This is an optimization exercise on Yosys and OpenROAD, whose aim is small area, a short achievable clock period and few clock cycles, not a production implementation.
Function was checked by simulation only, so behaviour that the tests miss may differ from the original.
Power is estimated from default activity; no workload was simulated.

Setup of wip/xenon:
Design dfa_fe, start of the top module:
module dfa_fe (
    input  wire        clk,
    input  wire        rst,           
    input  wire        bus_en,
    input  wire        bus_we,
    input  wire [3:0]  bus_addr,      
    input  wire [31:0] bus_wdata,
    output reg  [31:0] bus_rdata,
    output wire        out_valid,
    input  wire        out_ready,
    output reg  [7:0]  out_data,
    output wire [31:0] out_msg_id,
    output wire [31:0] out_frag_id,
    output wire        out_sof,
    output wire        out_eof
);
    localparam [3:0] A_CMD        = 4'h0,
                     A_STATUS     = 4'h1,
                     A_CFG_N      = 4'h2,
                     A_CFG_P      = 4'h3,
                     A_CFG_C      = 4'h4,
                     A_MSG_ID     = 4'h5,
                     A_ACT_N      = 4'h6,
                     A_ACT_P      = 4'h7,
                     A_ACT_C      = 4'h8,
                     A_CUR_MSG    = 4'h9,
                     A_CUR_FRAG   = 4'hA,
                     A_FRAG_TOTAL = 4'hB;
    localparam [3:0] E_NONE      = 4'h0,
                     E_MSG_COUNT = 4'h1,
                     E_PAY_NEG   = 4'h2,
                     E_CW_NONPOS = 4'h3,
                     E_CW_SMALL  = 4'h4,
                     E_NO_ROOM   = 4'h5,
                     E_NOT_CFG   = 4'h8,
                     E_BAD_ID    = 4'h9,
                     E_ILLEGAL   = 4'hF;
    localparam [1:0] S_HDR = 2'd0,      
                     S_PAY = 2'd1,      
                     S_FTR = 2'd2,      
                     S_PAD = 2'd3;      
    reg [31:0] cfg_n, cfg_p, cfg_c, msg_id;
    reg [30:0] act_n, act_p, act_c;
    reg        act_ok;
    reg [30:0] cur_msg, cur_frag;
    reg        cur_ok;
    reg        single;                
    reg [30:0] pay_left;              
    reg        pay_zero;              
    reg [30:0] blk_left;              
    reg [1:0]  sect;
    reg [2:0]  sidx;                  
    reg        busy, done, cfg_valid, dropped;
    reg [3:0]  err;
    wire [31:0] status_word = {24'd0, err, dropped, cfg_valid, done, busy};
  ...
Size in the first run: ~1500 cells after synthesis, roughly 150 I/O pins, roughly 0.017 mm2 of cells after synthesis.
Settings: LEC_CHECK=0, CAP_MARGIN=20, CORE_MARGIN=2, CORE_UTILIZATION=40, SLEW_MARGIN=20; clock period 11.0 ns.
standard.sh (not shown) runs the stock make flow with config.mk's settings and CLKGATE_MAP_FILE= SYNTH_SCRIPT=/design/flow/synth_recipe.tcl, a recipe that flattens the netlist after the stock synthesis.
==> flow/flow/run.sh <==
#!/bin/bash
# Own layout flow: the standard ORFS flow (standard.sh, unchanged synthesis)
# with a few knobs changed:
#  - ports are buffered with the smallest buffer (buf_1) instead of the
#    default pick; timing repair may then resize them,
#  - timing repair may change cell footprints and aims beyond the plain
#    clock period (setup margin),
#  - the clock tree uses clkbuf_8 buffers, larger sink clusters and no
#    dummy loads.
# The make output goes to flow_make.log in the work folder; every ORFS step
# also keeps its own log under orfs/logs.
set -euo pipefail
MARGIN=$(cat "$(dirname "$0")/margin.txt")
bash standard.sh \
  MATCH_CELL_FOOTPRINT=0 \
  SETUP_SLACK_MARGIN=$MARGIN \
  "BUFFER_PORTS_ARGS=-buffer_cell sky130_fd_sc_hd__buf_1" \
  "CTS_ARGS=-sink_clustering_enable -repair_clock_nets -dont_use_dummy_load -buf_list sky130_fd_sc_hd__clkbuf_8 -sink_clustering_size 16 -sink_clustering_max_diameter 50" \
  finish > flow_make.log 2>&1
==> flow/flow/margin.txt <==
7.0
wip/xenon completed; timing, DRC and antenna clean
Testbench counts of wip/xenon, summed over its fixed seeds: cycles 59,163.
Inputs modified between wip/xenon and wip/lagoon:
==> flow/flow/margin.txt <==
5.2
Notes after the runs:
- After detailed routing, wip/xenon needs more wire than wip/lagoon.
- Detailed placement HPWL: wip/lagoon better than wip/xenon
- wip/xenon → wip/lagoon: cell area went down about 14%; multi-input logic area shrank by about 15%; post-synthesis to final-layout area growth down 18 points; number of cells in the finished layout apart from fillers shows a reduction of 114.
- Compared with wip/xenon, in wip/lagoon total cell area at the placement stage has decreased, fraction of power consumed by combinational cells has decreased, maximum frequency has decreased.
- On combined flip-flop and latch cell area: between wip/lagoon and wip/xenon, it ends up lower for wip/lagoon.
- Compared to wip/xenon, wip/lagoon has via count of the first global-routing pass 4.3% lower.
Edits applied to the flow inputs when going from wip/lagoon to wip/fjord:
==> flow/flow/margin.txt <==
6.5
Results
wip/fjord ended up with a221oi_4 as its critical path's slowest cell; wip/lagoon ended up with a222oi_1.
Final estimated routing congestion in global placement in wip/fjord vs wip/lagoon: up 0.017
Global-route usage delta for wip/fjord relative to wip/lagoon: 1.2 points higher
In the reports for wip/lagoon and wip/fjord, the smaller first-pass GRT wire length belongs to wip/lagoon.
The total power of wip/lagoon and that of wip/fjord are within noise of each other.
wip/fjord: setup fix buffers added after clock tree synthesis is 21% higher than what wip/lagoon reported.
Here is what was changed in the inputs of wip/ember compared with wip/fjord.
==> flow/flow/margin.txt <==
5.4
## What came out
wip/ember went all the way through the flow, and no timing, DRC or antenna check failed.
The tightest slew margin relative to the limit in wip/ember sits 3.4 points above the value recorded for wip/fjord.
Relative to wip/fjord, the detailed-route wire length per cell of wip/ember is lower by 0.79 um.
Relative to wip/fjord, wip/ember improves hold slack.
When the final numbers for wip/fjord and wip/ember were put side by side, the met3 wirelength from detailed routing turned out to be greater in wip/ember.
Between wip/fjord and wip/ember, the difference in power is negligible.
~same portion of the clock cycle consumed by the worst path in the final layout in wip/fjord and wip/ember
As far as cell total after placement is concerned, wip/fjord and wip/ember perform about the same.
Net switching power of the design improves in wip/ember relative to wip/fjord.
Compared to wip/fjord, the routing of wip/ember uses less wire.

---

The RTL this note starts from:
==> flow/design.v <==
module dfa_fe (
    input  wire        clk,
    input  wire        rst,           
    input  wire        bus_en,
    input  wire        bus_we,
    input  wire [3:0]  bus_addr,      
    input  wire [31:0] bus_wdata,
    output reg  [31:0] bus_rdata,
    output wire        out_valid,
    input  wire        out_ready,
    output reg  [7:0]  out_data,
    output wire [31:0] out_msg_id,
    output wire [31:0] out_frag_id,
    output wire        out_sof,
    output wire        out_eof
);
    localparam [3:0] A_CMD        = 4'h0,
                     A_STATUS     = 4'h1,
                     A_CFG_N      = 4'h2,
                     A_CFG_P      = 4'h3,
                     A_CFG_C      = 4'h4,
                     A_MSG_ID     = 4'h5,
                     A_ACT_N      = 4'h6,
                     A_ACT_P      = 4'h7,
                     A_ACT_C      = 4'h8,
                     A_CUR_MSG    = 4'h9,
                     A_CUR_FRAG   = 4'hA,
                     A_FRAG_TOTAL = 4'hB;
    localparam [3:0] E_NONE      = 4'h0,
                     E_MSG_COUNT = 4'h1,
                     E_PAY_NEG   = 4'h2,
                     E_CW_NONPOS = 4'h3,
                     E_CW_SMALL  = 4'h4,
                     E_NO_ROOM   = 4'h5,
                     E_NOT_CFG   = 4'h8,
                     E_BAD_ID    = 4'h9,
                     E_ILLEGAL   = 4'hF;
    localparam [1:0] S_HDR = 2'd0,      
                     S_PAY = 2'd1,      
                     S_FTR = 2'd2,      
                     S_PAD = 2'd3;      
    reg [31:0] cfg_n, cfg_p, cfg_c, msg_id;
    reg [30:0] act_n, act_p, act_c;
    reg        act_ok;
    reg [30:0] cur_msg, cur_frag;
    reg        cur_ok;
    reg        single;                
    reg [30:0] pay_left;              
    reg [30:0] blk_left;              
    reg [1:0]  sect;
    reg [2:0]  sidx;                  
    reg        busy, done, cfg_valid, dropped;
    reg [3:0]  err;
    wire [31:0] status_word = {24'd0, err, dropped, cfg_valid, done, busy};
    always @(*) begin
        case (bus_addr)
            A_STATUS:     bus_rdata = status_word;
            A_CFG_N:      bus_rdata = cfg_n;
            A_CFG_P:      bus_rdata = cfg_p;
            A_CFG_C:      bus_rdata = cfg_c;
            A_MSG_ID:     bus_rdata = msg_id;
            A_ACT_N:      bus_rdata = act_ok ? {1'b0, act_n} : 32'd0;
            A_ACT_P:      bus_rdata = act_ok ? {1'b0, act_p} : 32'd0;
            A_ACT_C:      bus_rdata = act_ok ? {1'b0, act_c} : 32'd0;
            A_CUR_MSG:    bus_rdata = cur_ok ? {1'b0, cur_msg} : 32'd0;
            A_CUR_FRAG,
            A_FRAG_TOTAL: bus_rdata = cur_ok ? {1'b0, cur_frag} : 32'd0;
            default:      bus_rdata = 32'd0;
        endcase
    end
    wire        wr       = bus_en && bus_we;
    wire        cmd_wr   = wr && (bus_addr == A_CMD);
    wire [31:0] cmd      = bus_wdata;
    wire        cmd_nz   = (cmd != 32'd0);
    wire        cmd_legal = (cmd[31:4] == 28'd0) && (cmd[3:0] < 4'h4);
    wire        accept   = cmd_wr && cmd_nz && !busy;
    wire signed [31:0] vn = cfg_n;
    wire signed [31:0] vp = cfg_p;
    wire signed [31:0] vc = cfg_c;
    reg  [3:0]  cfg_err;
    always @(*) begin
        if (vn <= 0)                 cfg_err = E_MSG_COUNT;
        else if (vp < 0)             cfg_err = E_PAY_NEG;
        else if (vc <= 0)            cfg_err = E_CW_NONPOS;
        else if (vc < 12)            cfg_err = E_CW_SMALL;
        else if (vc == 12 && vp > 0) cfg_err = E_NO_ROOM;
        else                         cfg_err = E_NONE;
    end
    wire do_config = accept && cmd_legal && cmd[1:0] == 2'd1 && cfg_err == E_NONE;
    wire do_start  = accept && cmd_legal && cmd[1] && cfg_valid &&
                     !(cmd[0] && $signed(msg_id) <= 0);
    wire [31:0] wd = rst ? 32'd0 : bus_wdata;
    always @(posedge clk) begin
        if (rst || (wr && bus_addr == A_CFG_N))  cfg_n  <= wd;
        if (rst || (wr && bus_addr == A_CFG_P))  cfg_p  <= wd;
        if (rst || (wr && bus_addr == A_CFG_C))  cfg_c  <= wd;
        if (rst || (wr && bus_addr == A_MSG_ID)) msg_id <= wd;
    end
    always @(posedge clk) begin
        if (do_config) begin
            act_n <= cfg_n[30:0];
            act_p <= cfg_p[30:0];
            act_c <= cfg_c[30:0];
        end
    end
    wire pay_zero = (pay_left == 31'd0);
    wire pay_one  = (pay_left == 31'd1);
    wire blk_hi0  = (blk_left[30:3] == 28'd0);
    wire blk_one  = blk_hi0 && blk_left[2:0] == 3'd1;
    wire blk_five = blk_hi0 && blk_left[2:0] == 3'd5;
    wire frag_one = (cur_frag == 31'd1);
    wire last_msg = single || (cur_msg == act_n);
    wire [1:0] msg_m1  = cur_msg[1:0] - 2'd1;
    wire [1:0] frag_m2 = cur_frag[1:0] - 2'd2;
    always @(*) begin
        case (sect)
            S_HDR:
                if (sidx == 3'd6)      out_data = {6'd0, msg_m1};
                else if (sidx == 3'd7) out_data = frag_one ? 8'hD5 : {6'd0, frag_m2};
                else                   out_data = 8'h07;
            S_PAY: out_data = 8'hFF;
            S_FTR:
                if (pay_zero)           
                    case (sidx[1:0])
                        2'd0: out_data = 8'hAA;
                        2'd1: out_data = 8'hBB;
                        2'd2: out_data = 8'hCC;
                        default: out_data = 8'hDD;
                    endcase
                else                    
                    case (sidx[1:0])
                        2'd0: out_data = 8'h11;
                        2'd1: out_data = 8'h22;
                        2'd2: out_data = 8'h33;
                        default: out_data = 8'h44;
                    endcase
            default: out_data = 8'h00;
        endcase
    end
    assign out_valid   = busy;
    assign out_msg_id  = {1'b0, cur_msg};
    assign out_frag_id = {1'b0, cur_frag};
    assign out_sof     = (sect == S_HDR) && (sidx == 3'd0);
    assign out_eof     = blk_one;
    wire xfer = busy && out_ready;
    always @(posedge clk) begin
        if (do_start) begin
            blk_left <= act_c;
            pay_left <= act_p;
            sect     <= S_HDR;
            sidx     <= 3'd0;
        end else if (xfer) begin
            blk_left <= blk_one ? act_c : blk_left - 31'd1;
            case (sect)
                S_HDR: begin
                    sidx <= sidx + 3'd1;
                    if (sidx == 3'd7) sect <= pay_zero ? S_FTR : S_PAY;
                end
                S_PAY: begin
                    pay_left <= pay_left - 31'd1;
                    if (pay_one || blk_five) sect <= S_FTR;
                end
                S_FTR: begin
                    sidx <= sidx + 3'd1;
                    if (sidx[1:0] == 2'd3) sect <= S_PAD;
                end
                default: ;
            endcase
            if (blk_one) begin
                sect <= S_HDR;
                sidx <= 3'd0;
                if (pay_zero && !last_msg) pay_left <= act_p;
            end
        end
    end
    always @(posedge clk) begin
        if (do_start) begin
            cur_msg  <= cmd[0] ? msg_id[30:0] : 31'd1;
            single   <= cmd[0];
            cur_frag <= 31'd1;
        end else if (xfer && blk_one) begin
            if (!pay_zero) begin
                cur_frag <= cur_frag + 31'd1;
            end else if (!last_msg) begin
                cur_msg  <= cur_msg + 31'd1;
                cur_frag <= 31'd1;
            end
        end
    end
    always @(posedge clk) begin
        if (rst) begin
            busy      <= 1'b0;
            done      <= 1'b0;
            cfg_valid <= 1'b0;
            dropped   <= 1'b0;
            err       <= E_NONE;
            act_ok    <= 1'b0;
            cur_ok    <= 1'b0;
        end else begin
            if (cmd_wr && cmd_nz) begin
                if (busy) begin
                    dropped <= 1'b1;
                end else begin
                    done    <= 1'b0;
                    err     <= E_NONE;
                    dropped <= 1'b0;
                    if (!cmd_legal) begin
                        err <= E_ILLEGAL;
                    end else begin
                        case (cmd[1:0])
                            2'd1: begin  
                                if (cfg_err != E_NONE) begin
                                    cfg_valid <= 1'b0;
                                    err       <= cfg_err;
                                end else begin
                                    cfg_valid <= 1'b1;
                                    act_ok    <= 1'b1;
                                    done      <= 1'b1;
                                end
                            end
                            2'd2, 2'd3: begin  
                                if (!cfg_valid)
                                    err <= E_NOT_CFG;
                                else if (cmd[0] && $signed(msg_id) <= 0)
                                    err <= E_BAD_ID;
                                else begin
                                    busy   <= 1'b1;
                                    cur_ok <= 1'b1;
                                end
                            end
                            default: ;
                        endcase
                    end
                end
            end
            if (xfer && blk_one && pay_zero && last_msg) begin
                busy <= 1'b0;
                done <= 1'b1;
            end
        end
    end
endmodule
make LEC_CHECK=0 CAP_MARGIN=20 CORE_MARGIN=2 CORE_UTILIZATION=40 SLEW_MARGIN=20 finish   # period 11.0 ns
run.sh (not shown) runs the stock make flow with config.mk's settings and CLKGATE_MAP_FILE= SYNTH_SCRIPT=/design/flow/synth_recipe.tcl, a recipe that flattens the netlist after the stock synthesis.
Stock flow here: none of the scripts above is used.
The starting point passed the timing, DRC and antenna checks.
Testbench counts at the start, summed over its fixed seeds: cycles 59,163.
==> next run, changes <==
- SETUP_SLACK_MARGIN: not set -> 5
Outcome: Area after synthesis stays the same; register-to-register slack improved by 280 ps; critical path depth climbs by 4; global-route usage is higher by 1.2 points; total power climbs by about 0.7%; utilization is higher by 1.7 points; non-clock buffer count rose by 35.
==> next run, changes <==
- ABC_CLOCK_PERIOD_IN_PS: not set -> 5000
- CORE_UTILIZATION: 40 -> 60
The new run completed without violations.
Worst setup slack is worse by 40 ps.
Global-route usage went up by 14 points.
Die area shrinks by 33%.
Cell count went down by 9.2%.
Wire length goes down by 0.62%.
Clock skew goes down by 9.3 ps.
Fmax decreases by about 0.66%.
Sequential power is about the same.
==> next run, changes <==
==> flow/flow/run.sh (new file) <==
#!/bin/bash
# Own layout flow: the standard ORFS flow (standard.sh, unchanged synthesis)
# with a few knobs changed:
#  - ports are buffered with the smallest buffer (buf_1) instead of the
#    default pick; timing repair may then resize them,
#  - timing repair may change cell footprints and aims beyond the plain
#    clock period (setup margin),
#  - the clock tree uses smaller clock buffers.
# The make output goes to flow_make.log in the work folder; every ORFS step
# also keeps its own log under orfs/logs.
set -euo pipefail
bash standard.sh \
  MATCH_CELL_FOOTPRINT=0 \
  SETUP_SLACK_MARGIN=6.5 \
  "BUFFER_PORTS_ARGS=-buffer_cell sky130_fd_sc_hd__buf_1" \
  "CTS_BUF_LIST=sky130_fd_sc_hd__clkbuf_4 sky130_fd_sc_hd__clkbuf_8" \
  finish > flow_make.log 2>&1
==> flow/standard.sh (new file) <==
#!/bin/bash
# synth_recipe.tcl (not shown) runs the flow's synth.tcl, then flattens the netlist and writes it again
# the make line also repeats each setting of config.mk as NAME=value (left out here)
make -C /OpenROAD-flow-scripts/flow DESIGN_CONFIG=/design/flow/config.mk WORK_HOME=/design/flow/orfs CLKGATE_MAP_FILE= SYNTH_SCRIPT=/design/flow/synth_recipe.tcl "${@:-finish}"
- ABC_CLOCK_PERIOD_IN_PS: 5000 -> not set
- CORE_UTILIZATION: 60 -> 40
- SETUP_SLACK_MARGIN: 5 -> not set
removed: flow/run.sh
The changed run completed with no timing, DRC or antenna violations.
Worst hold slack improves by 5.7 ps.
First-iteration DRC count drops by about 30%.
Cell area climbs by 0.33%.
Power drops by 3.8%.
Wire length climbs by 2.0%.
Global-route usage drops by 14 points.
Clock power drops by about 8%.
Via count drops by about 1.5%.
Non-clock buffer count climbs by 22.
Count of clock-buffer cells in the layout climbs by 41.

-- port drivers added, routing unchanged --
The flow's constraints put no driver on any port. The routed layouts listed below were extracted and timed again, unchanged, in two steps. Step 1 assumes that a clkbuf_16 drives the clock port and a buf_2 every other input. Step 2 moves the port delays by t, midway between the first and last clock arrival at a register: inputs arrive t later, outputs are due t later. That takes back most of the time a late clock gives input paths. Slacks: no drivers / after step 1 / after step 2; pairs: no drivers / after step 1.
run	t (ns)	setup slack, ns	clock arrival spread, ns
wip/xenon	0.627	4.979 / 4.921 / 4.921	0.073 / 0.073
wip/lagoon	0.635	4.946 / 4.898 / 4.898	0.079 / 0.078
wip/fjord	0.611	5.038 / 4.980 / 4.980	0.084 / 0.084
wip/ember	0.623	5.033 / 4.984 / 4.964	0.055 / 0.055
the first run of note 2	0.605	3.662 / 3.632 / 3.632	0.026 / 0.027
the second run of note 2	0.605	4.980 / 4.877 / 4.853	0.029 / 0.029
the third run of note 2	0.589	4.940 / 4.901 / 4.665	0.019 / 0.019
the fourth run of note 2	0.717	5.167 / 5.061 / 4.909	0.030 / 0.030
After both steps setup and hold are still met in every run listed. For the third run of note 2, which loses most, drivers alone change the setup slack by -0.039 ns; drivers and shift together by -0.275 ns.
